Background: an optimization exercise with open tools, aiming at small area. Do not read the settings as production practice.
Only simulation tests tie the RTL to the original design; equivalence was not proved.

## main
==> flow/design.v (excerpt) <==
module p1load_sync (
    input  wire        clk,
    input  wire        rst,
    input  wire        cmd_valid,
    output wire        cmd_ready,
    input  wire [71:0] cmd_data,
    output wire        rsp_valid,
    output wire [2:0]  rsp_status,
    output reg  [31:0] rsp_data,
    output wire        trst_req,
    input  wire        trst_ack,
    output wire        tx_valid,
    input  wire        tx_ready,
    output wire [7:0]  tx_data,
    output wire        tx_last,
    output wire        rx_req,
    output wire [3:0]  rx_max,
    output wire [31:0] rx_timeout,
    input  wire        rx_valid,
    input  wire [7:0]  rx_data,
    input  wire        rx_last,
    input  wire        rx_empty,
    output wire        prog_valid,
    output wire [2:0]  prog_phase,
    output wire [31:0] prog_offset,
    output wire [31:0] prog_total,
    output wire [12:0] img_addr,
    input  wire [31:0] img_data,
    input  wire [31:0] img_len
);
    localparam [2:0] S_OK = 3'd0, S_TIMEOUT = 3'd1, S_ERROR = 3'd2,
                     S_PRECOND = 3'd3, S_ILLEGAL = 3'd4;
    localparam [1:0] SESS_READY = 2'd0, SESS_LINKED = 2'd1,
                     SESS_DONE = 2'd2, SESS_FAILED = 2'd3;
    localparam [7:0] OP_INIT = 8'h01, OP_READ_REG = 8'h02, OP_LFSR_SEED = 8'h03,
                     OP_LFSR_STEP = 8'h04, OP_APPEND_BYTE = 8'h05,
                     OP_APPEND_WORD = 8'h06, OP_FLUSH = 8'h07,
                     OP_RECEIVE_BIT = 8'h08, OP_HANDSHAKE = 8'h09,
                     OP_WAIT_FOR_ACK = 8'h0A, OP_LOAD_IMAGE = 8'h0B,
                     OP_SHUTDOWN = 8'h0C;
    localparam [2:0] O_NONE = 3'd0, O_WA = 3'd1, O_RR = 3'd2, O_HS = 3'd3,
  ...
For scale: about 1,300 cells after synthesis, roughly 270 flip-flops, roughly 320 I/O pins.
export LEC_CHECK = 0
export CAP_MARGIN = 20
export CORE_MARGIN = 2
export CORE_UTILIZATION = 55
export SLEW_MARGIN = 20
create_clock -name core_clock -period 8.0 [get_ports {clk}]
standard.sh (not shown) runs the stock make flow with config.mk's settings and CLKGATE_MAP_FILE= SYNTH_SCRIPT=/design/flow/synth_recipe.tcl, a recipe that flattens the netlist after the stock synthesis.
==> flow/flow/run.sh <==
#!/bin/bash
# Layout flow: the standard ORFS flow (standard.sh) with
# - synthesis as standard.sh runs it, but with an area-oriented ABC script
#   (flow/abc_area.script: deep AIG resynthesis, then repeated area mapping)
#   in place of ORFS's delay-oriented one; registers
#   are mapped exactly as in the standard synthesis;
# - small port buffers (buf_1);
# - a clock tree of small clock buffers in small clusters, without dummy loads;
# - one tie cell for all constant outputs (no tie fanout repair).
# Each tool's output goes to a log file in this folder.
set -euo pipefail
here=$(pwd)
rm -rf scripts_area
cp -r "$FLOW_HOME/scripts" scripts_area
cp flow/abc_area.script scripts_area/abc_speed.script
bash standard.sh synth "SCRIPTS_DIR=$here/scripts_area" > synth.log 2>&1
bash standard.sh finish \
  "BUFFER_PORTS_ARGS=-buffer_cell sky130_fd_sc_hd__buf_1" \
  "SKIP_REPAIR_TIE_FANOUT=1" \
  "CTS_ARGS=-sink_clustering_enable -repair_clock_nets -dont_use_dummy_load -buf_list sky130_fd_sc_hd__clkbuf_4 -sink_clustering_size 8 -sink_clustering_max_diameter 50" \
  > finish.log 2>&1
==> flow/flow/abc_area.script <==
strash
&get -n
&deepsyn -J 100 -T 300
&put
dch -f
map -a
mfs2
strash
dch -f
map -a
mfs2
strash
dch -f
map -a
topo
main: all stages complete, timing, DRC and antenna checks passed
## Diff of input files: the feature branch against main
--- a/flow/flow/run.sh
+++ b/flow/flow/run.sh
@@ -2,6 +2,5 @@
 # Layout flow: the standard ORFS flow (standard.sh) with
 # - synthesis as standard.sh runs it, but with an area-oriented ABC script
-#   (flow/abc_area.script: deep AIG resynthesis, then repeated area mapping)
-#   in place of ORFS's delay-oriented one; registers
+#   (flow/abc_area.script) in place of ORFS's delay-oriented one; registers
 #   are mapped exactly as in the standard synthesis;
 # - small port buffers (buf_1);
==> flow/flow/abc_area.script <==
strash
dch -f
map -a
mfs2
strash
dch -f
map -a
mfs2
strash
dch -f
map -a
mfs2
strash
dch -f
map -a
topo
==> run summary <==
Relative to main, the feature branch improves detailed placement HPWL. As far as simple-gate area share of the yosys netlist is concerned, the feature branch and main perform about the same. The feature branch: wire length after detailed routing lower than main. Delta (the feature branch minus main): first-pass GRT wire length lower; maximum frequency went up; transition time at the pin with the least slew margin went down 0.058 ns. Of the two values seen for critical-path cell with the highest stage delay, sky130_fd_sc_hd__nor2_1 was produced by main and sky130_fd_sc_hd__nor4_1 by the feature branch.

==> what the ideal ports hide <==
The flow's constraints put no driver on any port. The routed layouts listed below were extracted and timed again, unchanged, in two steps.
Step 1 (the two cells are an assumption about what drives the block):
set clk [get_ports {clk}]
set_driving_cell -lib_cell sky130_fd_sc_hd__clkbuf_16 $clk
set_driving_cell -lib_cell sky130_fd_sc_hd__buf_2 [delete_from_list [all_inputs] $clk]
Step 2 also shifts input and output timing later by t, the mid clock arrival at the registers, as if the neighbouring blocks saw the same clock.
Three values: no drivers, after step 1, after step 2; two values: the first two.
| run | shift t [ns] | setup slack, ns | worst hold slack (ns) | latest minus earliest clock arrival (ns) | slew at the worst register clock pin (ns) |
|---|---|---|---|---|---|
| main | 0.661 | 2.332 / 2.288 / 2.950 | 0.305 / 0.305 / 0.305 | 0.046 / 0.045 | 0.10 / 0.10 |
| the feature branch | 0.694 | 2.826 / 2.782 / 3.104 | 0.312 / 0.312 / 0.312 | 0.038 / 0.038 | 0.10 / 0.10 |
After both steps setup and hold are still met in every run listed.
